Background: an optimization exercise with open tools, aiming at small area, a short achievable clock period and few clock cycles. Do not read the settings as production practice.
No functional check of the RTL was part of any run shown here.
Power and IR drop assume default switching activity.

===== flow/run.sh =====
#!/bin/bash
# Layout: the standard ORFS flow on the design's SDC, in three make calls.
#  - Synthesis is the standard one (synth_recipe.tcl: -nofsm -noshare, flatten, rename)
#    except that adders are left to ABC instead of being mapped to full/half-adder
#    cells (ADDER_MAP_FILE empty); the registers are the same.
#  - The timing repair after clock-tree synthesis is asked to leave more setup slack
#    than the design's period needs; placement and routing repairs keep their defaults.
# Every tool's log stays under orfs/logs; each make call's output goes to its own log.
set -euo pipefail
bash standard.sh ADDER_MAP_FILE= place > make_place.log 2>&1
bash standard.sh ADDER_MAP_FILE= SETUP_SLACK_MARGIN=12 cts > make_cts.log 2>&1
bash standard.sh ADDER_MAP_FILE= finish > make_finish.log 2>&1

===== standard.sh =====
#!/bin/bash
# synth_recipe.tcl (not shown) runs the flow's synth.tcl, then flattens the netlist and writes it again
# the make line also repeats each setting of config.mk as NAME=value (left out here)
make -C /OpenROAD-flow-scripts/flow DESIGN_CONFIG=/design/flow/config.mk WORK_HOME=/design/flow/orfs CLKGATE_MAP_FILE= SYNTH_SCRIPT=/design/flow/synth_recipe.tcl "${@:-finish}"

===== config.mk =====
export PLATFORM = sky130hd
export DESIGN_NAME = psg_voice
export DESIGN_NICKNAME = psg_voice
export VERILOG_FILES = /design/flow/design.v
export SDC_FILE = /design/flow/constraint.sdc
export NUM_CORES = 4
export LEC_CHECK = 0
export CAP_MARGIN = 20
export CORE_MARGIN = 2
export CORE_UTILIZATION = 40
export CTS_BUF_LIST = sky130_fd_sc_hd__clkbuf_8
export SLEW_MARGIN = 20

===== constraint.sdc =====
create_clock -name core_clock -period 18.0 [get_ports {clk}]
set_input_delay 3.6000 -clock core_clock [delete_from_list [all_inputs] [get_ports {clk}]]
set_output_delay 3.6000 -clock core_clock [all_outputs]
set_load 0.01 [all_outputs]

===== design.v =====
module psg_chan #(
    parameter KIND = 1                  
) (
    input  wire         clk,
    input  wire         rst,
    input  wire         do_init,
    input  wire         do_setvol,      
    input  wire         do_setpitch,
    input  wire         do_release,     
    input  wire         do_tick,
    input  wire         do_stop,
    input  wire         do_env,         
    input  wire         do_adv,         
    input  wire         spec_en,        
    input  wire         do_peak,
    input  wire [5:0]   peak_in,
    input  wire         do_sus,
    input  wire         sus_setvel,     
    input  wire [5:0]   sus_in,
    input  wire [7:0]   op_velocity,
    input  wire [31:0]  op_duration,
    input  wire [31:0]  op_adsr,        
    input  wire [1:0]   op_panpot,
    input  wire [47:0]  op_inc,
    input  wire [127:0] op_arg,
    output reg          tick_res,       
    output wire         late,
    output wire         play,           
    output wire         env_wr,         
    output wire [7:0]   note_vel_o,
    output wire [3:0]   s_o,
    output wire [5:0]   peak_o,
    output wire         ea,             
    output wire [1:0]   panpot_o,
    output reg  signed [15:0] term,     
    output wire [5:0]   ev_o,           
    output wire signed [10:0] dw_o      
);
    localparam [2:0] S_INIT = 3'd0, S_RISE = 3'd1, S_DEC = 3'd2, S_PLAY = 3'd3,
                     S_REL  = 3'd4, S_DYING = 3'd5, S_DEAD = 3'd6;
    localparam PW = (KIND == 1) ? 3 : ((KIND == 2) ? 5 : 15);
    reg [2:0]    st_x;                  
    reg [2:0]    nxt;
    reg [3:0]    step;
    reg [5:0]    vel, peak, sus;
    reg [1:0]    panpot;
    reg [2:0]    a_r, d_r, r_r;
    reg [3:0]    s_r;
    reg [7:0]    note_vel;
    reg [31:0]   dur;
    reg [PW+31:0] inc;
    reg [31:0]   frac;
    reg [PW-1:0] pos;
    reg [1:0]    duty;
    reg          npat;
    reg [127:0]  wave;
    wire [2:0]   state = st_x ^ S_DEAD;
    reg signed [9:0] nws;               
    assign late       = (state >= S_REL);
    assign play       = (state == S_PLAY);
    assign note_vel_o = note_vel;
    assign s_o        = s_r;
    assign peak_o     = peak;
    assign panpot_o   = panpot;
    reg [2:0] e_state, e_next;
    reg [3:0] e_step;
    reg [5:0] e_vel;
    always @* begin
        e_state = state;
        e_next  = nxt;
        e_step  = step;
        e_vel   = vel;
        case (state)
            S_INIT: begin
                e_next = S_RISE;
                e_step = 4'd0;
                if ((a_r | d_r) == 3'd0 || (sus == 6'd0 && peak == 6'd0)) begin
                    e_state = S_PLAY;  e_vel = sus;
                end else if (a_r == 3'd0 && s_r < 4'd15) begin
                    e_state = S_DEC;
                    e_vel   = (peak == 6'd0) ? sus : ((peak - 6'd1 > sus) ? peak - 6'd1 : sus);
                end else if (a_r == 3'd0) begin
                    e_state = S_PLAY;  e_vel = sus;
                end else begin
                    e_state = S_RISE;  e_vel = 6'd1;
                end
            end
            S_RISE: begin
                e_step = step + 4'd1;
                if (e_step >= {1'b0, a_r}) begin
                    if (nxt == S_DEC) begin
                        e_state = S_DEC;
                        dec_entry;
                    end else if (nxt == S_PLAY) begin
                        e_state = S_PLAY;
                        e_step  = 4'd0;
                    end else if (nxt == S_REL) begin
                        e_state = S_REL;
                        rel_entry;
                    end else begin
                        e_step = 4'd0;
                        e_vel  = vel + 6'd1;
                        if ({1'b0, vel} + 7'd1 >= {1'b0, peak}) begin
                            e_vel  = peak;
                            e_next = (d_r == 3'd0 || peak == sus) ? S_PLAY : S_DEC;
                        end
                    end
                end
            end
            S_DEC: begin
                e_step = step + 4'd1;
                if (e_step >= {1'b0, d_r}) begin
                    if (nxt == S_PLAY) begin
                        e_state = S_PLAY;
                        e_step  = 4'd0;
                    end else if (nxt == S_REL) begin
                        e_state = S_REL;
                        rel_entry;
                    end else begin
                        dec_entry;
                    end
                end
            end
            S_PLAY: begin
                if (nxt == S_REL) begin
                    e_state = S_REL;
                    e_step  = step + 4'd1;
                    rel_entry;
                end else begin
                    e_step = 4'd0;
                end
            end
            S_REL: begin
                e_step = step + 4'd1;
                if (e_step >= {1'b0, r_r}) begin
                    if (nxt == S_DYING) e_state = S_DEAD;
                    else                rel_entry;
                end
            end
            default: ;
        endcase
    end
    task dec_entry;
        begin
            e_step = 4'd0;
            if ({1'b0, vel} <= {1'b0, sus} + 7'd1) begin
                e_vel  = sus;
                e_next = S_PLAY;
            end else begin
                e_vel = vel - 6'd1;
            end
        end
    endtask
    task rel_entry;
        begin
            if (r_r == 3'd0) begin
                e_vel   = 6'd0;
                e_state = S_DEAD;
            end else begin
                e_step = 4'd0;
                if (vel <= 6'd1) begin
                    e_next = S_DYING;
                    e_vel  = 6'd0;
                end else begin
                    e_vel = vel - 6'd1;
                end
            end
        end
    endtask
    reg [5:0]        ev;
    reg              ea_r;
    reg signed [9:0] qh, ql;            
    reg signed [6:0] evn;               
    assign ev_o = ev;
    assign ea   = ea_r;
    wire [8:0] v1 = {3'b0, e_vel};
    wire [8:0] v2 = {2'b0, e_vel, 1'b0};
    wire [8:0] v4 = {1'b0, e_vel, 2'b0};
    wire [8:0] v8 = {e_vel, 3'b0};
    reg  signed [9:0] qh_n, ql_n;
    always @* begin
        case (duty)
            2'd0:    begin qh_n = $signed({1'b0, v8 - v1}); ql_n = -$signed({1'b0, v1}); end
            2'd1:    begin qh_n = $signed({1'b0, v4 + v2}); ql_n = -$signed({1'b0, v2}); end
            2'd2:    begin qh_n = $signed({1'b0, v4});      ql_n = -$signed({1'b0, v4}); end
            default: begin qh_n = $signed({1'b0, v2});      ql_n = -$signed({1'b0, v4 + v2}); end
        endcase
    end
    always @(posedge clk) begin
        if (kill)
            ea_r <= 1'b0;
        else if (spec_en)
            ea_r <= (e_state != S_DEAD);
        if (spec_en) begin
            ev   <= e_vel;
            if (KIND == 1) begin
                qh <= qh_n;
                ql <= ql_n;
            end
            if (KIND == 3)
                evn <= -$signed({1'b0, e_vel});
        end
    end
    function carry32(input [31:0] a, input [31:0] b);
        reg [31:0] g, p;
        integer lv, j;
        begin
            g = a & b;
            p = a | b;
            for (lv = 1; lv < 32; lv = lv * 2)
                for (j = 31; j >= lv; j = j - 1) begin
                    g[j] = g[j] | (p[j] & g[j - lv]);
                    p[j] = p[j] & p[j - lv];
                end
            carry32 = g[31];
        end
    endfunction
    wire          c32     = carry32(frac, inc[31:0]);
    wire [31:0]   frac_nx = frac + inc[31:0];
    wire          hold    = (KIND == 2) && rc;
    wire [PW-1:0] inc_i   = hold ? {PW{1'b0}} : inc[PW+31:32];
    function [29:0] add2(input [14:0] a, input [14:0] b);
        reg [14:0] g, p, x;
        integer lv, j;
        begin
            g = a & b;
            p = a ^ b;
            x = p;
            for (lv = 1; lv < 15; lv = lv * 2)
                for (j = 14; j >= lv; j = j - 1) begin
                    g[j] = g[j] | (p[j] & g[j - lv]);
                    p[j] = p[j] & p[j - lv];
                end
            add2[14:0]  = x ^ {g[13:0], 1'b0};
            add2[29:15] = x ^ {g[13:0] | p[13:0], 1'b1};
        end
    endfunction
    wire [29:0]   ps      = add2(pos, inc_i);
    wire [PW-1:0] ps0     = ps[PW-1:0];
    wire [PW-1:0] ps1     = ps[PW+14:15];
    wire [PW-1:0] pos_sum = (c32 && !hold) ? ps1 : ps0;
    wire [PW-1:0] pos_nx  = (KIND == 3 && npat) ? (pos_sum & 7'h7f) : pos_sum;
    function [14:0] fine_r(input [6:0] b);
        case (b)
            7'd0: fine_r = 15'h0001;
            7'd1: fine_r = 15'h0002;
            7'd2: fine_r = 15'h0004;
            7'd3: fine_r = 15'h0008;
            7'd4: fine_r = 15'h0010;
            7'd5: fine_r = 15'h0020;
            7'd6: fine_r = 15'h0040;
            7'd7: fine_r = 15'h0080;
            7'd8: fine_r = 15'h0100;
            7'd9: fine_r = 15'h0200;
            7'd10: fine_r = 15'h0400;
            7'd11: fine_r = 15'h0800;
            7'd12: fine_r = 15'h1000;
            7'd13: fine_r = 15'h2000;
            7'd14: fine_r = 15'h4001;
            7'd15: fine_r = 15'h0003;
            7'd16: fine_r = 15'h0006;
            7'd17: fine_r = 15'h000c;
            7'd18: fine_r = 15'h0018;
            7'd19: fine_r = 15'h0030;
            7'd20: fine_r = 15'h0060;
            7'd21: fine_r = 15'h00c0;
            7'd22: fine_r = 15'h0180;
            7'd23: fine_r = 15'h0300;
            7'd24: fine_r = 15'h0600;
            7'd25: fine_r = 15'h0c00;
            7'd26: fine_r = 15'h1800;
            7'd27: fine_r = 15'h3000;
            7'd28: fine_r = 15'h6001;
            7'd29: fine_r = 15'h4002;
            7'd30: fine_r = 15'h0005;
            7'd31: fine_r = 15'h000a;
            7'd32: fine_r = 15'h0014;
            7'd33: fine_r = 15'h0028;
            7'd34: fine_r = 15'h0050;
            7'd35: fine_r = 15'h00a0;
            7'd36: fine_r = 15'h0140;
            7'd37: fine_r = 15'h0280;
            7'd38: fine_r = 15'h0500;
            7'd39: fine_r = 15'h0a00;
            7'd40: fine_r = 15'h1400;
            7'd41: fine_r = 15'h2800;
            7'd42: fine_r = 15'h5001;
            7'd43: fine_r = 15'h2003;
            7'd44: fine_r = 15'h4007;
            7'd45: fine_r = 15'h000f;
            7'd46: fine_r = 15'h001e;
            7'd47: fine_r = 15'h003c;
            7'd48: fine_r = 15'h0078;
            7'd49: fine_r = 15'h00f0;
            7'd50: fine_r = 15'h01e0;
            7'd51: fine_r = 15'h03c0;
            7'd52: fine_r = 15'h0780;
            7'd53: fine_r = 15'h0f00;
            7'd54: fine_r = 15'h1e00;
            7'd55: fine_r = 15'h3c00;
            7'd56: fine_r = 15'h7801;
            7'd57: fine_r = 15'h7002;
            7'd58: fine_r = 15'h6004;
            7'd59: fine_r = 15'h4008;
            7'd60: fine_r = 15'h0011;
            7'd61: fine_r = 15'h0022;
            7'd62: fine_r = 15'h0044;
            7'd63: fine_r = 15'h0088;
            7'd64: fine_r = 15'h0110;
            7'd65: fine_r = 15'h0220;
            7'd66: fine_r = 15'h0440;
            7'd67: fine_r = 15'h0880;
            7'd68: fine_r = 15'h1100;
            7'd69: fine_r = 15'h2200;
            7'd70: fine_r = 15'h4401;
            7'd71: fine_r = 15'h0803;
            7'd72: fine_r = 15'h1006;
            7'd73: fine_r = 15'h200c;
            7'd74: fine_r = 15'h4019;
            7'd75: fine_r = 15'h0033;
            7'd76: fine_r = 15'h0066;
            7'd77: fine_r = 15'h00cc;
            7'd78: fine_r = 15'h0198;
            7'd79: fine_r = 15'h0330;
            7'd80: fine_r = 15'h0660;
            7'd81: fine_r = 15'h0cc0;
            7'd82: fine_r = 15'h1980;
            7'd83: fine_r = 15'h3300;
            7'd84: fine_r = 15'h6601;
            7'd85: fine_r = 15'h4c02;
            7'd86: fine_r = 15'h1805;
            7'd87: fine_r = 15'h300a;
            7'd88: fine_r = 15'h6015;
            7'd89: fine_r = 15'h402a;
            7'd90: fine_r = 15'h0055;
            7'd91: fine_r = 15'h00aa;
            7'd92: fine_r = 15'h0154;
            7'd93: fine_r = 15'h02a8;
            7'd94: fine_r = 15'h0550;
            7'd95: fine_r = 15'h0aa0;
            7'd96: fine_r = 15'h1540;
            7'd97: fine_r = 15'h2a80;
            7'd98: fine_r = 15'h5501;
            7'd99: fine_r = 15'h2a03;
            7'd100: fine_r = 15'h5407;
            7'd101: fine_r = 15'h280f;
            7'd102: fine_r = 15'h501f;
            7'd103: fine_r = 15'h203f;
            7'd104: fine_r = 15'h407f;
            7'd105: fine_r = 15'h00ff;
            7'd106: fine_r = 15'h01fe;
            7'd107: fine_r = 15'h03fc;
            7'd108: fine_r = 15'h07f8;
            7'd109: fine_r = 15'h0ff0;
            7'd110: fine_r = 15'h1fe0;
            7'd111: fine_r = 15'h3fc0;
            7'd112: fine_r = 15'h7f81;
            7'd113: fine_r = 15'h7f02;
            7'd114: fine_r = 15'h7e04;
            7'd115: fine_r = 15'h7c08;
            7'd116: fine_r = 15'h7810;
            7'd117: fine_r = 15'h7020;
            7'd118: fine_r = 15'h6040;
            7'd119: fine_r = 15'h4080;
            7'd120: fine_r = 15'h0101;
            7'd121: fine_r = 15'h0202;
            7'd122: fine_r = 15'h0404;
            7'd123: fine_r = 15'h0808;
            7'd124: fine_r = 15'h1010;
            7'd125: fine_r = 15'h2020;
            7'd126: fine_r = 15'h4041;
            7'd127: fine_r = 15'h0083;
            default: fine_r = 15'h0000;
        endcase
    endfunction
    function [14:0] fine_w(input [7:0] a);
        case (a)
            8'd0: fine_w = 15'h4000;
            8'd1: fine_w = 15'h3040;
            8'd2: fine_w = 15'h2400;
            8'd3: fine_w = 15'h1b24;
            8'd4: fine_w = 15'h1040;
            8'd5: fine_w = 15'h3c20;
            8'd6: fine_w = 15'h0924;
            8'd7: fine_w = 15'h1dd2;
            8'd8: fine_w = 15'h3400;
            8'd9: fine_w = 15'h1734;
            8'd10: fine_w = 15'h1940;
            8'd11: fine_w = 15'h3ae9;
            8'd12: fine_w = 15'h0d34;
            8'd13: fine_w = 15'h12da;
            8'd14: fine_w = 15'h3649;
            8'd15: fine_w = 15'h7040;
            8'd16: fine_w = 15'h1440;
            8'd17: fine_w = 15'h3f24;
            8'd18: fine_w = 15'h0b64;
            8'd19: fine_w = 15'h2c60;
            8'd20: fine_w = 15'h3504;
            8'd21: fine_w = 15'h14f6;
            8'd22: fine_w = 15'h29d2;
            8'd23: fine_w = 15'h2334;
            8'd24: fine_w = 15'h0e74;
            8'd25: fine_w = 15'h23a9;
            8'd26: fine_w = 15'h37dd;
            8'd27: fine_w = 15'h1fee;
            8'd28: fine_w = 15'h2493;
            8'd29: fine_w = 15'h4609;
            8'd30: fine_w = 15'h6400;
            8'd31: fine_w = 15'h2b64;
            8'd32: fine_w = 15'h3440;
            8'd33: fine_w = 15'h2704;
            8'd34: fine_w = 15'h1964;
            8'd35: fine_w = 15'h21f2;
            8'd36: fine_w = 15'h3d24;
            8'd37: fine_w = 15'h0ae6;
            8'd38: fine_w = 15'h2d40;
            8'd39: fine_w = 15'h2ddd;
            8'd40: fine_w = 15'h1474;
            8'd41: fine_w = 15'h2833;
            8'd42: fine_w = 15'h3b7d;
            8'd43: fine_w = 15'h629a;
            8'd44: fine_w = 15'h2209;
            8'd45: fine_w = 15'h4f64;
            8'd46: fine_w = 15'h1f24;
            8'd47: fine_w = 15'h1344;
            8'd48: fine_w = 15'h3e60;
            8'd49: fine_w = 15'h3896;
            8'd50: fine_w = 15'h1cd6;
            8'd51: fine_w = 15'h37c2;
            8'd52: fine_w = 15'h27a6;
            8'd53: fine_w = 15'h009d;
            8'd54: fine_w = 15'h39a9;
            8'd55: fine_w = 15'h3c47;
            8'd56: fine_w = 15'h134e;
            8'd57: fine_w = 15'h59e7;
            8'd58: fine_w = 15'h4093;
            8'd59: fine_w = 15'h6d6d;
            8'd60: fine_w = 15'h5040;
            8'd61: fine_w = 15'h0c60;
            8'd62: fine_w = 15'h2d24;
            8'd63: fine_w = 15'h06f6;
            8'd64: fine_w = 15'h2440;
            8'd65: fine_w = 15'h2b14;
            8'd66: fine_w = 15'h1064;
            8'd67: fine_w = 15'h273b;
            8'd68: fine_w = 15'h3934;
            8'd69: fine_w = 15'h05ee;
            8'd70: fine_w = 15'h2f09;
            8'd71: fine_w = 15'h4aa9;
            8'd72: fine_w = 15'h1974;
            8'd73: fine_w = 15'h2dfe;
            8'd74: fine_w = 15'h3d2d;
            8'd75: fine_w = 15'h5c20;
            8'd76: fine_w = 15'h2144;
            8'd77: fine_w = 15'h2bd2;
            8'd78: fine_w = 15'h22b6;
            8'd79: fine_w = 15'h0f54;
            8'd80: fine_w = 15'h3b70;
            8'd81: fine_w = 15'h375f;
            8'd82: fine_w = 15'h1e0f;
            8'd83: fine_w = 15'h3cda;
            8'd84: fine_w = 15'h2ae7;
            8'd85: fine_w = 15'h65a0;
            8'd86: fine_w = 15'h53dd;
            8'd87: fine_w = 15'h348a;
            8'd88: fine_w = 15'h10d3;
            8'd89: fine_w = 15'h610d;
            8'd90: fine_w = 15'h7d64;
            8'd91: fine_w = 15'h0a96;
            8'd92: fine_w = 15'h0964;
            8'd93: fine_w = 15'h2de2;
            8'd94: fine_w = 15'h3424;
            8'd95: fine_w = 15'h0c2f;
            8'd96: fine_w = 15'h2950;
            8'd97: fine_w = 15'h22d5;
            8'd98: fine_w = 15'h163d;
            8'd99: fine_w = 15'h4f47;
            8'd100: fine_w = 15'h367d;
            8'd101: fine_w = 15'h6757;
            8'd102: fine_w = 15'h2459;
            8'd103: fine_w = 15'h71de;
            8'd104: fine_w = 15'h1c69;
            8'd105: fine_w = 15'h77f2;
            8'd106: fine_w = 15'h03f2;
            8'd107: fine_w = 15'h2486;
            8'd108: fine_w = 15'h19c6;
            8'd109: fine_w = 15'h380b;
            8'd110: fine_w = 15'h257f;
            8'd111: fine_w = 15'h0b85;
            8'd112: fine_w = 15'h34e8;
            8'd113: fine_w = 15'h597a;
            8'd114: fine_w = 15'h793a;
            8'd115: fine_w = 15'h512a;
            8'd116: fine_w = 15'h430e;
            8'd117: fine_w = 15'h5587;
            8'd118: fine_w = 15'h6db7;
            8'd119: fine_w = 15'h6b9b;
            8'd120: fine_w = 15'h7400;
            8'd121: fine_w = 15'h2774;
            8'd122: fine_w = 15'h3d40;
            8'd123: fine_w = 15'h21cd;
            8'd124: fine_w = 15'h1d74;
            8'd125: fine_w = 15'h2efa;
            8'd126: fine_w = 15'h3f6d;
            8'd127: fine_w = 15'h6d92;
            8'd128: fine_w = 15'h2040;
            8'd129: fine_w = 15'h2810;
            8'd130: fine_w = 15'h1224;
            8'd131: fine_w = 15'h1689;
            8'd132: fine_w = 15'h3830;
            8'd133: fine_w = 15'h062c;
            8'd134: fine_w = 15'h1f9b;
            8'd135: fine_w = 15'h5374;
            8'd136: fine_w = 15'h1a34;
            8'd137: fine_w = 15'h1c8d;
            8'd138: fine_w = 15'h3cb9;
            8'd139: fine_w = 15'h338e;
            8'd140: fine_w = 15'h1197;
            8'd141: fine_w = 15'h52ff;
            8'd142: fine_w = 15'h4dd2;
            8'd143: fine_w = 15'h0850;
            8'd144: fine_w = 15'h3a34;
            8'd145: fine_w = 15'h04ad;
            8'd146: fine_w = 15'h2eb9;
            8'd147: fine_w = 15'h3e1c;
            8'd148: fine_w = 15'h19b7;
            8'd149: fine_w = 15'h4cef;
            8'd150: fine_w = 15'h4940;
            8'd151: fine_w = 15'h06b9;
            8'd152: fine_w = 15'h2034;
            8'd153: fine_w = 15'h0f37;
            8'd154: fine_w = 15'h2219;
            8'd155: fine_w = 15'h4368;
            8'd156: fine_w = 15'h1f2d;
            8'd157: fine_w = 15'h4582;
            8'd158: fine_w = 15'h3264;
            8'd159: fine_w = 15'h3e99;
            8'd160: fine_w = 15'h2a14;
            8'd161: fine_w = 15'h10a5;
            8'd162: fine_w = 15'h27ab;
            8'd163: fine_w = 15'h5558;
            8'd164: fine_w = 15'h05af;
            8'd165: fine_w = 15'h4ff9;
            8'd166: fine_w = 15'h268d;
            8'd167: fine_w = 15'h2f03;
            8'd168: fine_w = 15'h2d2e;
            8'd169: fine_w = 15'h6171;
            8'd170: fine_w = 15'h5c45;
            8'd171: fine_w = 15'h5aaf;
            8'd172: fine_w = 15'h77e6;
            8'd173: fine_w = 15'h0cfd;
            8'd174: fine_w = 15'h148d;
            8'd175: fine_w = 15'h3ab1;
            8'd176: fine_w = 15'h370e;
            8'd177: fine_w = 15'h72f3;
            8'd178: fine_w = 15'h50f7;
            8'd179: fine_w = 15'h4a56;
            8'd180: fine_w = 15'h6974;
            8'd181: fine_w = 15'h098e;
            8'd182: fine_w = 15'h022d;
            8'd183: fine_w = 15'h4c5f;
            8'd184: fine_w = 15'h3d34;
            8'd185: fine_w = 15'h06ea;
            8'd186: fine_w = 15'h2d49;
            8'd187: fine_w = 15'h7b1b;
            8'd188: fine_w = 15'h1870;
            8'd189: fine_w = 15'h2e3c;
            8'd190: fine_w = 15'h0dbf;
            8'd191: fine_w = 15'h45fd;
            8'd192: fine_w = 15'h2204;
            8'd193: fine_w = 15'h1aa1;
            8'd194: fine_w = 15'h2322;
            8'd195: fine_w = 15'h60fa;
            8'd196: fine_w = 15'h0ba3;
            8'd197: fine_w = 15'h4e72;
            8'd198: fine_w = 15'h716b;
            8'd199: fine_w = 15'h3bde;
            8'd200: fine_w = 15'h2ba3;
            8'd201: fine_w = 15'h5652;
            8'd202: fine_w = 15'h636b;
            8'd203: fine_w = 15'h364c;
            8'd204: fine_w = 15'h2383;
            8'd205: fine_w = 15'h4842;
            8'd206: fine_w = 15'h67f9;
            8'd207: fine_w = 15'h38a5;
            8'd208: fine_w = 15'h3983;
            8'd209: fine_w = 15'h43d8;
            8'd210: fine_w = 15'h6b59;
            8'd211: fine_w = 15'h45d1;
            8'd212: fine_w = 15'h3f19;
            8'd213: fine_w = 15'h4ab5;
            8'd214: fine_w = 15'h107d;
            8'd215: fine_w = 15'h7df1;
            8'd216: fine_w = 15'h3539;
            8'd217: fine_w = 15'h5527;
            8'd218: fine_w = 15'h15cf;
            8'd219: fine_w = 15'h6bc1;
            8'd220: fine_w = 15'h2fbb;
            8'd221: fine_w = 15'h5f5c;
            8'd222: fine_w = 15'h0126;
            8'd223: fine_w = 15'h7a5b;
            8'd224: fine_w = 15'h2881;
            8'd225: fine_w = 15'h2e88;
            8'd226: fine_w = 15'h7ac8;
            8'd227: fine_w = 15'h75ac;
            8'd228: fine_w = 15'h5ac8;
            8'd229: fine_w = 15'h6d8c;
            8'd230: fine_w = 15'h48c8;
            8'd231: fine_w = 15'h601e;
            8'd232: fine_w = 15'h40e8;
            8'd233: fine_w = 15'h7e0e;
            8'd234: fine_w = 15'h447a;
            8'd235: fine_w = 15'h70e7;
            8'd236: fine_w = 15'h5e7a;
            8'd237: fine_w = 15'h7b7d;
            8'd238: fine_w = 15'h52da;
            8'd239: fine_w = 15'h0609;
            8'd240: fine_w = 15'h5440;
            8'd241: fine_w = 15'h0f64;
            8'd242: fine_w = 15'h2f64;
            8'd243: fine_w = 15'h3744;
            8'd244: fine_w = 15'h2544;
            8'd245: fine_w = 15'h28d6;
            8'd246: fine_w = 15'h20f6;
            8'd247: fine_w = 15'h3ee6;
            8'd248: fine_w = 15'h3a74;
            8'd249: fine_w = 15'h349d;
            8'd250: fine_w = 15'h2e9d;
            8'd251: fine_w = 15'h2507;
            8'd252: fine_w = 15'h29a7;
            8'd253: fine_w = 15'h54d3;
            8'd254: fine_w = 15'h5249;
            8'd255: fine_w = 15'h5b24;
            default: fine_w = 15'h0000;
        endcase
    endfunction
    localparam [127:0] ROUGH = 128'h7f54cee9637b5b2470be57344f143040;
    reg               nf, nr;           
    reg signed [10:0] dw;               
    reg               rc;               
    assign dw_o = dw;
    wire [14:0] npos = pos_nx;
    wire        nf_n = ^(fine_r(npos[6:0]) & fine_w(npos[14:7]));
    wire        nr_n = ROUGH[npos[6:0]];
    wire [4:0]        waddr = pos_nx;   
    wire [3:0]        nib_n = wave[{waddr[4:1], ~waddr[0], 2'b00} +: 4];
    wire signed [10:0] dw_n = $signed({2'b00, nib_n, 5'b00000}) + nws;
    reg               wbusy;
    reg [1:0]         wq;
    wire [31:0] wquar = wave[32*wq +: 32];
    wire [6:0]  qsum  = ((wquar[3:0] + wquar[7:4]) + (wquar[11:8] + wquar[15:12])) +
                        ((wquar[19:16] + wquar[23:20]) + (wquar[27:24] + wquar[31:28]));
    reg sq_hi;
    always @* begin
        case (duty)
            2'd0:    sq_hi = (pos[2:0] == 3'd0);
            2'd1:    sq_hi = (pos[2:0] <= 3'd1);
            2'd2:    sq_hi = (pos[2:0] <= 3'd3);
            default: sq_hi = (pos[2:0] <= 3'd5);
        endcase
        if (KIND == 1)
            term = sq_hi ? $signed({qh, 6'd0}) : $signed({ql, 6'd0});
        else if (KIND == 3)
            term = (npat ? nr : nf) ? $signed({2'b00, ev, 8'd0}) : $signed({evn, 8'd0});
        else
            term = 16'sd0;
    end
    wire tick_exp = do_tick && !late && (dur == 32'd1);
    always @* begin
        if (late)               tick_res = 1'b0;
        else if (dur == 32'd0)  tick_res = 1'b1;
        else                    tick_res = (dur != 32'd1);
    end
    wire rel_dead = do_release && (r_r == 3'd0 || vel == 6'd0);
    wire rel_stage = do_release && !rel_dead;
    wire tick_dead = tick_exp && (vel == 6'd0 || r_r == 3'd0);
    wire sus_vel = do_sus && sus_setvel && state == S_PLAY;
    wire kill   = do_stop || rel_dead || tick_dead;
    assign env_wr = do_init || do_setvol || do_peak || do_sus || (do_release && !kill) || (tick_exp && !kill) ||
                    do_env || (KIND == 2 && (wbusy || rc));
    reg [2:0] st_n;
    always @* begin
        st_n = state;
        if (do_init)  st_n = S_INIT;
        if (rel_dead) st_n = S_DEAD;
        if (tick_exp) st_n = tick_dead ? S_DEAD : S_REL;
        if (do_stop)  st_n = S_DEAD;
        if (do_env)   st_n = e_state;
    end
    wire st_we = rst || do_init || rel_dead || tick_exp || do_stop || do_env;
    reg [5:0] vel_n;
    always @* begin
        vel_n = vel;
        if (sus_vel)                          vel_n = sus_in;
        if (do_release && r_r == 3'd0)        vel_n = 6'd0;
        if (tick_exp && r_r == 3'd0)          vel_n = 6'd0;
        if (do_env)                           vel_n = e_vel;
    end
    wire vel_we = rst || sus_vel || ((do_release || tick_exp) && r_r == 3'd0) || do_env;
    always @(posedge clk) begin
        if (st_we)
            st_x <= (st_n ^ S_DEAD) & {3{!rst}};
        if (vel_we)
            vel <= vel_n & {6{!rst}};
        if (rst || rel_stage || do_env)
            nxt <= (do_env ? e_next : S_REL) & {3{!rst}};
        if (rst || do_env)
            step <= e_step & {4{!rst}};
    end
    always @(posedge clk) begin
        if (rst) begin
            frac <= 32'd0;
            pos  <= {PW{1'b0}};
            nf   <= 1'b0;
            nr   <= 1'b0;
        end else if (do_adv) begin
            frac <= frac_nx;
            pos  <= pos_nx;
            if (KIND == 3) begin
                nf <= nf_n;
                nr <= nr_n;
            end
        end
    end
    always @(posedge clk) begin
        if (rst) begin
            wbusy <= 1'b0;
            rc    <= 1'b0;
        end else if (KIND == 2) begin
            rc <= wbusy && (wq == 2'd3) && !do_init;
            if (do_init) begin
                wbusy <= 1'b1;
                wq    <= 2'd0;
            end else if (wbusy) begin
                wq <= wq + 1'b1;
                if (wq == 2'd3) wbusy <= 1'b0;
            end
        end
    end
    always @(posedge clk) begin
        if (do_init) begin
            note_vel <= op_velocity;
            dur      <= op_duration;
            a_r      <= op_adsr[2:0];
            d_r      <= op_adsr[10:8];
            s_r      <= op_adsr[19:16];
            r_r      <= op_adsr[26:24];
            if (KIND == 1) duty <= op_arg[1:0];
            if (KIND == 2) wave <= op_arg;
            if (KIND == 3) npat <= op_arg[0];
        end
        if (do_init || do_setvol)
            panpot <= op_panpot;
        if (do_init || do_setpitch)
            inc <= op_inc[PW+31:0];
        if (do_tick && !late && dur != 32'd0)
            dur <= dur - 32'd1;
        if (do_peak)
            peak <= peak_in;
        if (do_sus)
            sus <= sus_in;
        if (KIND == 2) begin
            if (do_adv || rc)
                dw <= dw_n;
            if (do_init)
                nws <= 10'sd0;
            else if (wbusy)
                nws <= nws - $signed({3'b000, qsum});
        end
    end
endmodule
module psg_voice #(
    parameter NFRAMES = 16              
) (
    input  wire         clk,
    input  wire         rst,
    input  wire         cmd_valid,
    output wire         cmd_ready,
    input  wire [3:0]   cmd_op,
    input  wire [1:0]   cmd_ch,
    input  wire [7:0]   cmd_velocity,
    input  wire [31:0]  cmd_duration,
    input  wire [31:0]  cmd_adsr,       
    input  wire [7:0]   cmd_vol,
    input  wire [7:0]   cmd_pan,
    input  wire [47:0]  cmd_inc,
    input  wire [127:0] cmd_arg,
    output reg          rsp_valid,
    output reg  [1:0]   rsp_status,
    output reg          rsp_tick,
    output reg          smp_valid,
    input  wire         smp_ready,
    output reg          smp_last,
    output reg  signed [17:0] smp_left,
    output reg  signed [17:0] smp_right
);
    localparam [3:0] OP_INIT_PCM8 = 4'h1, OP_INIT_SQUARE = 4'h2, OP_INIT_WAVE = 4'h3,
                     OP_INIT_NOISE = 4'h4, OP_SET_VOLUME = 4'h5, OP_SET_PITCH = 4'h6,
                     OP_RELEASE = 4'h7, OP_TICK_NOTE = 4'h8, OP_PROCESS = 4'h9,
                     OP_STOP = 4'hA, OP_MIX_BLOCK = 4'hB;
    localparam [1:0] ST_OK = 2'd0, ST_REFUSED = 2'd1, ST_FAULT = 2'd2, ST_HALTED = 2'd3;
    localparam [1:0] P_LEFT = 2'd0, P_CENTER = 2'd1, P_RIGHT = 2'd2;
    localparam FW = $clog2(NFRAMES);
    reg          ready;                 
    reg          faulted;
    reg [FW-1:0] nleft;                 
    reg [3:0]    bsel;                  
    reg          bpend;                 
    reg          bpend_mix;
    reg [1:0]    bpend_ch;
    reg          brsp;                  
    reg          q_valid;               
    reg [1:0]    q_status;
    reg          q_tick;
    reg          v2;                    
    reg [1:0]    v2_ch;
    reg          v2_setvel;
    reg [7:0]    v2_vol;
    reg [7:0]    v2_nv;                 
    reg [3:0]    v2_s;                  
    reg [3:0]    fr1;                   
    assign cmd_ready = ready;
    wire accept = cmd_valid && ready;
    wire op_reserved = (cmd_op == 4'h0) || (cmd_op >= 4'hC);
    wire op_refused  = op_reserved || (cmd_op == OP_MIX_BLOCK && cmd_ch != 2'd0);
    reg  kind_bad;
    always @* begin
        case (cmd_op)
            OP_INIT_PCM8:   kind_bad = 1'b1;
            OP_INIT_SQUARE: kind_bad = (cmd_ch != 2'd0) && (cmd_ch != 2'd1);
            OP_INIT_WAVE:   kind_bad = (cmd_ch != 2'd2);
            OP_INIT_NOISE:  kind_bad = (cmd_ch != 2'd3);
            default:        kind_bad = 1'b0;
        endcase
    end
    wire run = accept && !faulted && !op_refused && !kind_bad;
    wire [3:0] ch_sel   = 4'b0001 << cmd_ch;
    wire       is_init  = (cmd_op == OP_INIT_SQUARE) || (cmd_op == OP_INIT_WAVE) ||
                          (cmd_op == OP_INIT_NOISE);
    wire       is_block = (cmd_op == OP_PROCESS) || (cmd_op == OP_MIX_BLOCK);
    wire       run_blk  = run && is_block;
    wire [3:0] late;
    wire [3:0] do_init     = (run && is_init)                   ? ch_sel : 4'b0;
    wire [3:0] do_setvol   = (run && cmd_op == OP_SET_VOLUME)   ? (ch_sel & ~late) : 4'b0;
    wire [3:0] do_setpitch = (run && cmd_op == OP_SET_PITCH)    ? ch_sel : 4'b0;
    wire [3:0] do_release  = (run && cmd_op == OP_RELEASE)      ? (ch_sel & ~late) : 4'b0;
    wire [3:0] do_tick     = (run && cmd_op == OP_TICK_NOTE)    ? ch_sel : 4'b0;
    wire [3:0] do_stop     = (run && cmd_op == OP_STOP)         ? ch_sel : 4'b0;
    wire       vol_go      = |(do_init | do_setvol);
    wire [3:0] play;
    wire       setvel_now  = |(do_setvol & play);
    wire [1:0] op_panpot = ($signed(cmd_pan) < -8'sd21) ? P_LEFT :
                           ($signed(cmd_pan) >  8'sd20) ? P_RIGHT : P_CENTER;
    function [35:0] csa(input [17:0] a, input [17:0] b, input [17:0] c);
        begin
            csa[17:0]  = a ^ b ^ c;
            csa[35:18] = {((a[16:0] & b[16:0]) | (a[16:0] & c[16:0]) | (b[16:0] & c[16:0])), 1'b0};
        end
    endfunction
    function [17:0] add18(input [17:0] a, input [17:0] b);
        reg [17:0] g, p, x;
        integer lv, j;
        begin
            g = a & b;
            p = a ^ b;
            x = p;
            for (lv = 1; lv < 18; lv = lv * 2)
                for (j = 17; j >= lv; j = j - 1) begin
                    g[j] = g[j] | (p[j] & g[j - lv]);
                    p[j] = p[j] & p[j - lv];
                end
            add18 = x ^ {g[16:0], 1'b0};
        end
    endfunction
    wire out_free = !smp_valid || smp_ready;
    wire idle     = (nleft == {FW{1'b0}});            
    wire       acc_mix = run_blk && (cmd_op == OP_MIX_BLOCK);
    wire [3:0] bmask   = bpend ? (bpend_mix ? 4'b1111 : (4'b0001 << bpend_ch)) : 4'b1111;
    wire [3:0] f_sel   = !idle ? bsel : bmask;
    wire [3:0] fresh    = fr1;
    wire       f_fresh  = &(fresh | ~bmask);
    wire start     = (acc_mix || bpend) && out_free && f_fresh;    
    wire cont      = !idle && smp_valid && smp_ready;              
    wire load      = start || cont;
    wire last_load = cont && (nleft == 1);
    wire spec_en   = (idle && !start) || last_load;
    wire [7:0]  nv_o [0:3];
    wire [3:0]  s_o  [0:3];
    wire [5:0]  pk_o [0:3];
    wire [7:0]  mv = v2_nv;
    wire [17:0] mr0 = v2_vol[0] ? {10'd0, mv}       : 18'd0;
    wire [17:0] mr1 = v2_vol[1] ? {9'd0, mv, 1'b0}  : 18'd0;
    wire [17:0] mr2 = v2_vol[2] ? {8'd0, mv, 2'b0}  : 18'd0;
    wire [17:0] mr3 = v2_vol[3] ? {7'd0, mv, 3'b0}  : 18'd0;
    wire [17:0] mr4 = v2_vol[4] ? {6'd0, mv, 4'b0}  : 18'd0;
    wire [17:0] mr5 = v2_vol[5] ? {5'd0, mv, 5'b0}  : 18'd0;
    wire [17:0] mr6 = v2_vol[6] ? {4'd0, mv, 6'b0}  : 18'd0;
    wire [17:0] mr7 = v2_vol[7] ? {3'd0, mv, 7'b0}  : 18'd0;
    wire [35:0] m1 = csa(mr0, mr1, mr2);
    wire [35:0] m2 = csa(mr3, mr4, mr5);
    wire [35:0] m3 = csa(m1[17:0], m1[35:18], m2[17:0]);
    wire [35:0] m4 = csa(m2[35:18], mr6, mr7);
    wire [35:0] m5 = csa(m3[17:0], m3[35:18], m4[17:0]);
    wire [35:0] m6 = csa(m5[17:0], m5[35:18], m4[35:18]);
    wire [17:0] v2_prod = add18(m6[17:0], m6[35:18]);
    wire [5:0]  v2_peak = v2_prod[15:10];
    wire [3:0]  sv = v2_s;
    wire [17:0] sr0 = sv[0] ? {12'd0, v2_peak}       : 18'd0;
    wire [17:0] sr1 = sv[1] ? {11'd0, v2_peak, 1'b0} : 18'd0;
    wire [17:0] sr2 = sv[2] ? {10'd0, v2_peak, 2'b0} : 18'd0;
    wire [17:0] sr3 = sv[3] ? {9'd0, v2_peak, 3'b0}  : 18'd0;
    wire [35:0] s1 = csa(sr0, sr1, sr2);
    wire [35:0] s2 = csa(s1[17:0], s1[35:18], sr3);
    wire [35:0] s3 = csa(s2[17:0], s2[35:18], 18'd15);
    wire [17:0] v2_t   = add18(s3[17:0], s3[35:18]);
    wire [5:0]  v2_sus = v2_t[9:4];
    wire [3:0]         tick_res;
    wire [3:0]         env_wr;
    wire [3:0]         ea;
    wire [1:0]         panpot [0:3];
    wire signed [15:0] term   [0:3];
    wire [5:0]         ev     [0:3];
    wire signed [10:0] dw     [0:3];
    genvar g;
    generate
        for (g = 0; g < 4; g = g + 1) begin : ch
            psg_chan #(.KIND(g < 2 ? 1 : (g == 2 ? 2 : 3))) u_chan (
                .clk         (clk),
                .rst         (rst),
                .do_init     (do_init[g]),
                .do_setvol   (do_setvol[g]),
                .do_setpitch (do_setpitch[g]),
                .do_release  (do_release[g]),
                .do_tick     (do_tick[g]),
                .do_stop     (do_stop[g]),
                .do_env      (start && f_sel[g]),
                .do_adv      (load && f_sel[g] && ea[g]),
                .spec_en     (spec_en),
                .do_peak     (v2 && v2_ch == g),
                .peak_in     (v2_peak),
                .do_sus      (v2 && v2_ch == g),
                .sus_setvel  (v2_setvel),
                .sus_in      (v2_sus),
                .op_velocity (cmd_velocity),
                .op_duration (cmd_duration),
                .op_adsr     (cmd_adsr),
                .op_panpot   (op_panpot),
                .op_inc      (cmd_inc),
                .op_arg      (cmd_arg),
                .tick_res    (tick_res[g]),
                .late        (late[g]),
                .play        (play[g]),
                .env_wr      (env_wr[g]),
                .note_vel_o  (nv_o[g]),
                .s_o         (s_o[g]),
                .peak_o      (pk_o[g]),
                .ea          (ea[g]),
                .panpot_o    (panpot[g]),
                .term        (term[g]),
                .ev_o        (ev[g]),
                .dw_o        (dw[g])
            );
        end
    endgenerate
    wire [3:0] gl, gr;
    genvar h;
    generate
        for (h = 0; h < 4; h = h + 1) begin : gate
            assign gl[h] = ea[h] && (panpot[h] != P_RIGHT);
            assign gr[h] = ea[h] && (panpot[h] != P_LEFT);
        end
    endgenerate
    wire [17:0] t0 = {{2{term[0][15]}}, term[0]};
    wire [17:0] t1 = {{2{term[1][15]}}, term[1]};
    wire [17:0] t3 = {{2{term[3][15]}}, term[3]};
    wire [17:0] dwx = {{7{dw[2][10]}}, dw[2]};
    wire [5:0]  evw = ev[2];
    wire [17:0] w0 = evw[0] ? dwx        : 18'd0;
    wire [17:0] w1 = evw[1] ? (dwx << 1) : 18'd0;
    wire [17:0] w2 = evw[2] ? (dwx << 2) : 18'd0;
    wire [17:0] w3 = evw[3] ? (dwx << 3) : 18'd0;
    wire [17:0] w4 = evw[4] ? (dwx << 4) : 18'd0;
    wire [17:0] w5 = evw[5] ? (dwx << 5) : 18'd0;
    function [17:0] side(input [3:0] gg, input [17:0] a0, input [17:0] a1, input [17:0] a3,
                         input [17:0] x0, input [17:0] x1, input [17:0] x2,
                         input [17:0] x3, input [17:0] x4, input [17:0] x5);
        reg [17:0] b0, b1, b3, y0, y1, y2, y3, y4, y5;
        reg [35:0] c1, c2, c3, c4, c5, c6, c7;
        begin
            b0 = gg[0] ? a0 : 18'd0;
            b1 = gg[1] ? a1 : 18'd0;
            b3 = gg[3] ? a3 : 18'd0;
            y0 = gg[2] ? x0 : 18'd0;
            y1 = gg[2] ? x1 : 18'd0;
            y2 = gg[2] ? x2 : 18'd0;
            y3 = gg[2] ? x3 : 18'd0;
            y4 = gg[2] ? x4 : 18'd0;
            y5 = gg[2] ? x5 : 18'd0;
            c1 = csa(b0, b1, b3);
            c2 = csa(y0, y1, y2);
            c3 = csa(y3, y4, y5);
            c4 = csa(c1[17:0], c1[35:18], c2[17:0]);
            c5 = csa(c2[35:18], c3[17:0], c3[35:18]);
            c6 = csa(c4[17:0], c4[35:18], c5[17:0]);
            c7 = csa(c6[17:0], c6[35:18], c5[35:18]);
            side = add18(c7[17:0], c7[35:18]);
        end
    endfunction
    wire [17:0] mix_l = side(gl & f_sel, t0, t1, t3, w0, w1, w2, w3, w4, w5);
    wire [17:0] mix_r = side(gr & f_sel, t0, t1, t3, w0, w1, w2, w3, w4, w5);
    wire last_out = smp_valid && smp_ready && idle && smp_last;   
    reg       n_q_valid, n_brsp, n_v2, n_bpend;
    reg [FW-1:0] n_nleft;
    always @* begin
        n_nleft = nleft;
        if (start)     n_nleft = NFRAMES - 1;
        else if (cont) n_nleft = nleft - 1'b1;
        n_bpend   = (bpend || run_blk) && !start;
        n_brsp    = (brsp && !last_out) || start;
        n_q_valid = (q_valid && (brsp || last_out)) || (accept && !run_blk);
        n_v2      = vol_go;
    end
    always @(posedge clk) begin
        if (rst) begin
            ready     <= 1'b1;
            faulted   <= 1'b0;
            nleft     <= {FW{1'b0}};
            bpend     <= 1'b0;
            brsp      <= 1'b0;
            q_valid   <= 1'b0;
            v2        <= 1'b0;
            fr1       <= 4'b0;
            smp_valid <= 1'b0;
            smp_last  <= 1'b0;
            rsp_valid <= 1'b0;
        end else begin
            nleft   <= n_nleft;
            bpend   <= n_bpend;
            brsp    <= n_brsp;
            q_valid <= n_q_valid;
            v2      <= n_v2;
            fr1     <= spec_en ? ~env_wr : 4'b0;
            ready   <= (n_nleft == {FW{1'b0}}) && !n_bpend && !(n_v2 && setvel_now) &&
                       !(n_q_valid && n_brsp);
            if (accept && !faulted && !op_refused && kind_bad)
                faulted <= 1'b1;
            if (load) begin
                smp_valid <= 1'b1;
                smp_last  <= cont && (nleft == 1);
            end else if (smp_valid && smp_ready) begin
                smp_valid <= 1'b0;
            end
            if (last_out) begin
                rsp_valid <= 1'b1;
            end else begin
                rsp_valid <= q_valid && !brsp;
            end
        end
    end
    always @(posedge clk) begin
        if (last_out) begin
            rsp_status <= ST_OK;
            rsp_tick   <= 1'b0;
        end else begin
            rsp_status <= q_status;
            rsp_tick   <= q_tick;
        end
        if (accept && !run_blk) begin
            if (faulted)          q_status <= ST_HALTED;
            else if (op_refused)  q_status <= ST_REFUSED;
            else if (kind_bad)    q_status <= ST_FAULT;
            else                  q_status <= ST_OK;
            q_tick <= run && (cmd_op == OP_TICK_NOTE) && tick_res[cmd_ch];
        end
        if (run_blk && !start) begin
            bpend_mix <= (cmd_op == OP_MIX_BLOCK);
            bpend_ch  <= cmd_ch;
        end
        if (start)
            bsel <= f_sel;
        if (load) begin
            smp_left  <= mix_l;
            smp_right <= mix_r;
        end
        if (vol_go) begin
            v2_ch     <= cmd_ch;
            v2_vol    <= cmd_vol;
            v2_nv     <= is_init ? cmd_velocity : nv_o[cmd_ch];
            v2_s      <= is_init ? cmd_adsr[19:16] : s_o[cmd_ch];
            v2_setvel <= setvel_now;
        end
    end
endmodule

==> out/results.tsv, run 1 <==
stage	metric	value	unit
outcome	status	no timing/DRC/antenna violations	
worst_hold_path	Hold WC Path Type	register to register	
global_route	vias in the first global route	64300	
yosys	EDFF count, synth	753	
global_route	busiest grt layer	met2	
sta	Slew HR	26.0	%
sta	unrepaired setup endpoints after global routing	no	
sta	Slew Viols, Final	0	
yosys	Top FF cell, synth	edfxtp_1	
critical_path	Critical Path Slowest Stage Cell	edfxtp_1	
sta	Worst Hold Slack	0.448	ns
critical_path	Worst setup SP type	register	
critical_path	Crit Path Max Fanout	6	
place	I/O Buffers	296	
final_layout	post-layout util	47.4	%
yosys	Post-Syn Area	70700	sq um
place	hpwl dp	180000	microns
route	drc violations	0	
floorplan	die height	424	microns
floorplan	Ports	317	
cts	clock-pin slew on the worst setup and hold paths	0.06	ns
cts	clock buffer depth	3	
worst_hold_path	WHS Path Cells	1	
critical_path	worst r2r src	v2_vol[3]	
sta	post-route clock period utilization	36.1	%
worst_hold_path	Hold Path End	rsp_status[1]	
yosys	register area share after synthesis	37.4	%
pwr	Peak VDD IR	108	uV
yosys	Adder-Cell Fraction of Synth Area	3.28	%
yosys	Netlist cell types	114	
yosys	XOR/XNOR Fraction of Synth Area	10.8	%
critical_path	CP required	18.59	ns
critical_path	critical path cell sequence	buf_4 > nand2_2 > xor3_2 > maj3_2 > a21bo_1 > mux2_4 > or3_4 > xor2_4 > and2_0 > o32a_1 > o22a_1 > a31o_1 > buf_4 > a21oi_4 > nor2_4 > nand2_1 > xnor3_2 > a31o_1 > o211a_4 > o31a_1 > o311a_1 > xor2_1 > buf_6 > clkinvlp_4	
critical_path	critical path class	register to register	
floorplan	# rows	154	
floorplan	Die W	424	microns
yosys	mux share of post-synthesis cell area	4.02	%
global_route	GRT met3 Usage	5.76	%
sta	Max Clock Skew	0.0527	ns
worst_hold_path	min-delay src	q_status[1]	
yosys	Yosys warnings	4	
final_layout	layout cell share with drive strength beyond 1	12.6	%
place	Placer Congestion	1.01	
yosys	Gate Count Post-Synth	8274	
flow_run	MaxCap Viol Count	0	
critical_path	cell family with most CP delay	compound AO/OA/AOI/OAI gates	
global_route	largest net degree at the start of global routing	85	
cts	Num CTS Buffers	164	
yosys	largest family of logic cells by synthesized area	compound AO/OA/AOI/OAI gates	
critical_path	worst r2r path cells	24	
yosys	Post-Syn Area per Cell	8.54	sq um
route	routed wire length	264000	microns
critical_path	R2R Path End	ch[3].u_chan.sus[4]	
place	Setup WS pre-CTS	8.67	ns
critical_path	critical path's largest stage delay	0.48	ns
floorplan	die outline area	180000	sq um
yosys	top cells by area, synth	edfxtp_1 (32%), xnor2_1 (6.7%), dfxtp_1 (5.4%), nand2_1 (5.0%), o21ai_0 (5.0%)	
route	Vias/cell	6.13	
floorplan	Core Region	176000	sq um
sta	Slew @ Worst Pin	1.11	ns
cts	hold_buf cts	0	
sta	Worst Slack Setup Final	11.50	ns
sta	Final Hold Vio Count	0	
route	drt wl/cell	23.8	microns
sta	Setup TNS Final	0	ns
yosys	number of synthesized register bits	945	
critical_path	critical path arrival	7.09	ns
critical_path	Buffers & Inverters on Critical Path	4	
yosys	count leader, synth	nand2_1	
route	initial drt markers	6996	
critical_path	reg-to-reg slack, setup	11.50	ns
global_route	met1 Resource Use GR	37.9	%
pwr	Leakage	0.0283	uW
yosys	cell taking the most area after synthesis	edfxtp_1	
global_route	initial antenna violation count	23	
route	via count	67800	
yosys	top cells by count, synth	nand2_1 (943), nor2_1 (908), edfxtp_1 (753)	
yosys	Synth Area in Simple Gates	18.6	%
route	Post-DRT Antenna Nets	0	
global_route	Global Route Usage Sum	28.4	%
sta	min cycle time layout	6.50	ns
sta	final setup fails	0	
yosys	area fraction of the dominant cell type after synthesis	32.0	%
final_layout	Syn-to-layout area delta	18.0	%
sta	fmax	154	MHz
yosys	post-synthesis compound-gate area fraction	21.8	%
cts	clk sink count	945	
global_route	total global routing overflow	0	
cts	CTS root buf	clkbuf_8	
pwr	pwr/cell area	83.3	nW/um^2
global_route	met2 Use GR	44.0	%
route	drt pass-1 iters	9	
yosys	ys async rst share	0	%
global_route	first-pass GRT wire length	397000	microns
cts	Clock Latency Late Sink	0.92	ns
floorplan	Initial Util	40.2	%
critical_path	crit path capture type	register	
yosys	Post-Syn Nets	8548	
cts	CTS H-tree depth	4	
cts	TritonCTS clock tree	yes	
final_layout	fin nets	8838	
==> timing repair <==
action | 4_1_cts | 5_1_grt
hold endpoints to repair | 0 | 0
buffers inserted | 182 | 0
resized for setup | 507 | 0
setup endpoints to repair | 894 | 0
==> registers in the layout (all words and copies together) (netlist names), 18 cells and up <==
register	count
ch.u_chan.inc	154
ch.u_chan.dur	128
ch.u_chan.frac	128
ch.u_chan.wave	128
ch.u_chan.note_vel	32
ch.u_chan.pos	26
ch.u_chan.peak	24
ch.u_chan.sus	24
ch.u_chan.vel	24
ch.u_chan.ql	20
smp_left	18
smp_right	18
==> per-stage QoR <==
step / std cells / total power [uW] / instance area (sq um)
after floorplan: 8274 / 4030 / 70700
after global placement: 10500 / 4670 / 75800
after detailed placement: 10500 / 4710 / 75800
after CTS: 11000 / 6970 / 83300
after global routing: 11100 / 7270 / 83400
final: 11100 / 6950 / 83400
==> worst max path at each step <==
stage                               from                     to  slack (ns)  depth (start not counted)
finish                         v2_vol[3]    ch[3].u_chan.sus[4]       11.50                         24
floorplan                      cmd_ch[0]    ch[2].u_chan.a_r[0]        8.23                         10
detailed placement             cmd_op[0]    ch[2].u_chan.dw[10]        8.67                         15
global route        ch[1].u_chan.frac[1]  ch[1].u_chan.frac[30]       11.22                         20
CTS                            v2_vol[3]    ch[3].u_chan.sus[4]       11.58                         23
global placement               cmd_op[0]    ch[2].u_chan.dw[10]        8.75                         15
==> cells in the final DEF, fill, tap and decap left out, types with 57 or more instances in the layout <==
cell type        synthesis  final
o21ai_0                699    681
nor2_1                 908    858
o211ai_1                96     96
clkdlybuf4s50_1          0    289
or2_2                   68     65
dfxtp_1                192    191
mux2i_1                 90     87
buf_4                    5    245
or3_1                  137    134
nor3_1                 209    194
nand3_1                167    160
xor2_1                 254    239
nor4_1                  65     57
nand2_1                943    904
a21oi_1                635    621
maj3_1                 226    216
a31oi_1                114    107
nor2b_1                 68     66
and2_1                  71     66
xnor2_1                544    522
o22ai_1                110    108
edfxtp_1               753    753
inv_1                  216    262
nand2b_1                82     82
clkbuf_8                 0    178
mux4_2                  68     68
a211oi_1               103     88
a22oi_1                 70     65
==> logic make-up (layout without fill, tap and decap cells) <==
group / count (synthesis) / count (layout)
buffers and inverters: 732 / 1160
DFF: 945 / 945
other: 0 / 14
and+or+nand+nor: 2894 / 2897
xor gates and xnor gates: 826 / 827
muxes: 194 / 194
adders and majority gates: 231 / 231
AOI/OAI and AO/OA: 2452 / 2452
==> routing by layer <==
metal / routed length (microns) / up-vias
met1: 111000 / 32600
li1: - / 31200
met3: 22400 / 733
met4: 13900 / 10
met5: 71 / -
met2: 116000 / 3235
==> worst reg2reg max path, stage by stage (launching register included) <==
cell,delay (ns)
edfxtp_1,0.48
buf_4,0.18
nand2_2,0.06
xor3_2,0.44
maj3_2,0.31
a21bo_1,0.20
mux2_4,0.26
or3_4,0.39
xor2_4,0.17
and2_0,0.18
o32a_1,0.30
o22a_1,0.25
a31o_1,0.26
buf_4,0.15
a21oi_4,0.26
nor2_4,0.09
nand2_1,0.15
xnor3_2,0.41
a31o_1,0.25
o211a_4,0.17
o31a_1,0.30
o311a_1,0.32
xor2_1,0.17
buf_6,0.18
clkinvlp_4,0.23
==> report_power, final <==
group          switching, uW  internal [uW]
clock network            965           1040
registers               76.0           2510
logic                   1380            977
total                   2420           4520
==> area by class of cell <==
type	count	area [sq um]
antenna	14	35.0
clock inverter	131	863
sequential	945	26500
timing repair inverter	1	8.76
inverter	226	917
tap	2340	2930
multi-input combinational	6601	43400
timing repair buffer	625	6320
fill	16700	92500
clock buffer	177	2440
==> inputs of run 2 (changes only) <==
--- a/flow/run.sh
+++ b/flow/run.sh
@@ -9,4 +9,4 @@
 set -euo pipefail
 bash standard.sh ADDER_MAP_FILE= place > make_place.log 2>&1
-bash standard.sh ADDER_MAP_FILE= SETUP_SLACK_MARGIN=12 cts > make_cts.log 2>&1
+bash standard.sh ADDER_MAP_FILE= SETUP_SLACK_MARGIN=11.6 cts > make_cts.log 2>&1
 bash standard.sh ADDER_MAP_FILE= finish > make_finish.log 2>&1
--- a/config.mk
+++ b/config.mk
@@ -9,4 +9,3 @@
 export CORE_MARGIN = 2
 export CORE_UTILIZATION = 40
-export CTS_BUF_LIST = sky130_fd_sc_hd__clkbuf_8
 export SLEW_MARGIN = 20
==> run 2 against run 1 <==
Net effect:
- still clean
- first-iteration DRC count shrank 0.93%
- cell area shrank 2.1%
- critical path depth shrank 11
- area after synthesis is the same
- critical path type is now input port to register
- largest cell class unchanged
==> out/results.tsv, run 2 <==
stage	metric	value	unit
route	drt wl/cell	23.6	microns
pwr	Peak VDD IR	93.7	uV
route	drc violations	0	
sta	Slew HR	25.0	%
final_layout	layout cell share with drive strength beyond 1	9.53	%
floorplan	Core Region	176000	sq um
route	routed wl met3	19800	microns
sta	Slew @ Worst Pin	1.13	ns
pwr	Leakage	0.0273	uW
cts	clk sink count	945	
critical_path	Critical Path Slowest Stage Cell	nor3_1	
floorplan	# rows	154	
yosys	area fraction of the dominant cell type after synthesis	32.0	%
route	Vias/cell	6.13	
critical_path	crit path capture type	register	
sta	Max Clock Skew	0.0297	ns
yosys	Netlist cell types	114	
sta	final setup fails	0	
floorplan	Die W	424	microns
critical_path	worst r2r src	ch[3].u_chan.inc[13]	
route	routed wire length	256000	microns
cts	CTS H-tree depth	3	
pwr	NetSw	2350	uW
flow_run	MaxCap Viol Count	0	
route	routed length on met1	110000	microns
critical_path	R2R Path End	ch[3].u_chan.nf	
final_layout	leading cell type in the layout, fill and taps excluded	nand2_1	
pwr	sw frac	33.4	%
worst_hold_path	Hold Path End	rsp_status[1]	
yosys	top cells by count, synth	nand2_1 (943), nor2_1 (908), edfxtp_1 (753)	
yosys	Post-Syn Area	70700	sq um
global_route	first-pass GRT wire length	387000	microns
global_route	vias in the first global route	62700	
yosys	EDFF count, synth	753	
critical_path	reg-to-reg slack, setup	11.40	ns
worst_hold_path	Hold WC Path Type	register to register	
critical_path	cell family with most CP delay	simple AND/OR/NAND/NOR gates	
yosys	count leader, synth	nand2_1	
floorplan	die outline area	180000	sq um
pwr	pwr/cell area	86.5	nW/um^2
yosys	Gate Count Post-Synth	8274	
final_layout	Syn-to-layout area delta	15.5	%
critical_path	critical path's largest stage delay	0.66	ns
yosys	number of synthesized register bits	945	
yosys	Post-Syn Area per Cell	8.54	sq um
yosys	top cells by area, synth	edfxtp_1 (32%), xnor2_1 (6.7%), dfxtp_1 (5.4%), nand2_1 (5.0%), o21ai_0 (5.0%)	
place	Placer Congestion	1.01	
final_layout	multi-input combinational cell area	42500	sq um
critical_path	Buffers & Inverters on Critical Path	3	
critical_path	Crit Path Max Fanout	31	
critical_path	Worst setup SP type	input port	
worst_hold_path	WHS Path Cells	1	
critical_path	most used cell, CP	nand2_1	
cts	Num CTS Buffers	104	
cts	hold_buf cts	0	
global_route	largest net degree at the start of global routing	85	
route	routed wl met2	114000	microns
global_route	Global Route Usage Sum	27.5	%
yosys	Yosys warnings	4	
sta	Slew Viols, Final	0	
sta	Final Hold Vio Count	0	
cts	TritonCTS clock tree	yes	
final_layout	fin nets	8683	
cts	Clock Latency Late Sink	0.73	ns
pwr	Gate power share	31.9	%
yosys	ys async rst share	0	%
sta	Setup TNS Final	0	ns
yosys	Top FF cell, synth	edfxtp_1	
route	via count	66600	
sta	Worst Hold Slack	0.456	ns
worst_hold_path	min-delay src	q_status[1]	
sta	min cycle time layout	6.63	ns
critical_path	worst r2r path cells	23	
critical_path	CP required	18.38	ns
yosys	Post-Syn Nets	8548	
final_layout	max reg flops	154	
floorplan	die height	424	microns
yosys	register area share after synthesis	37.4	%
floorplan	Ports	317	
place	hpwl dp	180000	microns
route	drt pass-1 iters	8	
pwr	internal power	4700	uW
critical_path	critical path class	input port to register	
sta	unrepaired setup endpoints after global routing	no	
global_route	total global routing overflow	0	
sta	fmax	151	MHz
critical_path	critical path arrival	7.01	ns
yosys	cell taking the most area after synthesis	edfxtp_1	
place	I/O Buffers	296	
sta	post-route clock period utilization	36.9	%
final_layout	most frequent cells in the layout	nand2_1 (916), nor2_1 (876), edfxtp_1 (753)	
route	Post-DRT Antenna Nets	0	
final_layout	filler cell count	16800	
final_layout	register area	26500	sq um
floorplan	Initial Util	40.2	%
outcome	status	no timing/DRC/antenna violations	
cts	clock buffer depth	3	
critical_path	critical path cell sequence	buf_2 > buf_8 > nor2_4 > nor2_1 > o21ai_0 > nand2_1 > nor4_1 > nand2_1 > nor3b_2 > a21oi_1 > nor3_1 > or4_1 > buf_4	
pwr	Seq pwr share	36.7	%
route	initial drt markers	6931	
cts	CTS root buf	clkbuf_16	
cts	clock-pin slew on the worst setup and hold paths	0.06	ns
final_layout	largest reg by FF count	ch.u_chan.inc	
route	Highest Signal Layer	met5	
pwr	clock share of power	31.4	%
global_route	initial antenna violation count	19	
==> run 2: cell count changes in the layout (fill, tap and decap cells not counted), moves of 15 or more <==
| cell | before | now |
|---|---|---|
| buf_4 | 245 | 189 |
| buf_6 | 35 | 18 |
| clkbuf_1 | 0 | 15 |
| clkbuf_16 | 0 | 110 |
| clkbuf_8 | 178 | 7 |
| inv_1 | 262 | 210 |
| nor2_1 | 858 | 876 |
==> run 2: cell type report <==
cell class	instances	area share [%]
Clock buffer	131	3.54
Clock inverter	65	0.794
Tap cell	2340	3.59
Sequential cell	945	32.4
Multi-Input combinational cell	6599	52.1
Inverter	226	1.12
Antenna cell	11	0.0337
Timing Repair inverter	1	0.00767
Timing Repair Buffer	532	6.40
==> run 2: cell families (layout without fill, tap and decap cells) <==
kind of cell	count (synthesis)	after routing	share of synthesized area, %
simple gates	2894	2895	18.6
fa+ha+maj	231	231	3.28
flops	945	945	37.4
mux	194	194	4.02
xor+xnor	826	827	10.8
other cells	0	11	0
buf+inv	732	955	4.02
compound gates	2452	2452	21.8
==> run 2: metal layers <==
layer	up-vias	GRT usage, %
li1	30800	-
met1	32100	37.3
met2	2948	42.9
met3	650	4.30
met4	6	12.9
met5	-	0
==> run 2: worst max path at each step <==
stage	end	startpoint	slack (ns)	cells past startpoint
after floorplan	ch[2].u_chan.a_r[0]	cmd_ch[0]	8.23	10
after global placement	ch[2].u_chan.dw[10]	cmd_op[0]	8.75	15
after detailed placement	ch[2].u_chan.dw[10]	cmd_op[0]	8.67	15
after CTS	ch[0].u_chan.sus[4]	v2_vol[3]	11.54	25
after global routing	ch[1].u_chan.pos[2]	ch[1].u_chan.inc[1]	11.07	21
final	v2_vol[0]	cmd_ch[0]	11.37	13
==> run 2: power by group through the flow <==
stage          clock (uW)  combinational (uW)  sequential, uW
2_1_floorplan           0                1460            2580
3_3_place_gp            0                2040            2630
3_5_place_dp            0                2080            2630
4_1_cts              2270                2240            2580
5_1_grt              2350                2430            2590
6_report             2220                2250            2590
==> run 2: stage by stage <==
stage | std cells | instance area [sq um] | util [%] | power (uW) | setup slack (ns)
after floorplan | 8274 | 70700 | - | 4030 | 8.23
after global placement | 10500 | 75800 | 43.1 | 4670 | 8.75
after detailed placement | 10500 | 75800 | 43.1 | 4710 | 8.67
after CTS | 10800 | 81500 | 46.3 | 7090 | 11.54
after global routing | 10800 | 81600 | 46.4 | 7370 | 11.07
final | 10900 | 81600 | 46.4 | 7050 | 11.37
==> run 2: timing repair <==
action / CTS / global route
buffers inserted: 99 / 0
gates resized for setup: 258 / 0
endpoints found under the setup margin: 796 / 0

==> separate check: timing with driven ports <==
No port has a modelled driver above. Below, the same layouts with a new extraction and two added sets of constraints. Step 1 assumes that a clkbuf_16 drives the clock port and a buf_2 every other input. Step 2 times the ports against the registers' clock, not the clock port: input delays grow and output delays shrink by t, the midpoint of the rising clock arrivals with the driver on. Three values: no drivers, after step 1, after step 2; two values: the first two.
| run | t, ns | slack for setup (ns) | hold WS [ns] | pins driven straight from the clock port |
|---|---|---|---|---|
| run 1 | 0.981 | 11.496 / 11.496 / 10.791 | 0.448 / 0.448 / 0.448 | 1 |
| run 2 | 0.802 | 11.366 / 11.399 / 10.597 | 0.456 / 0.456 / 0.456 | 1 |
After both steps setup and hold are still met in every run listed. For run 2, which loses most, drivers alone change the setup slack by +0.033 ns; drivers and shift together by -0.769 ns.
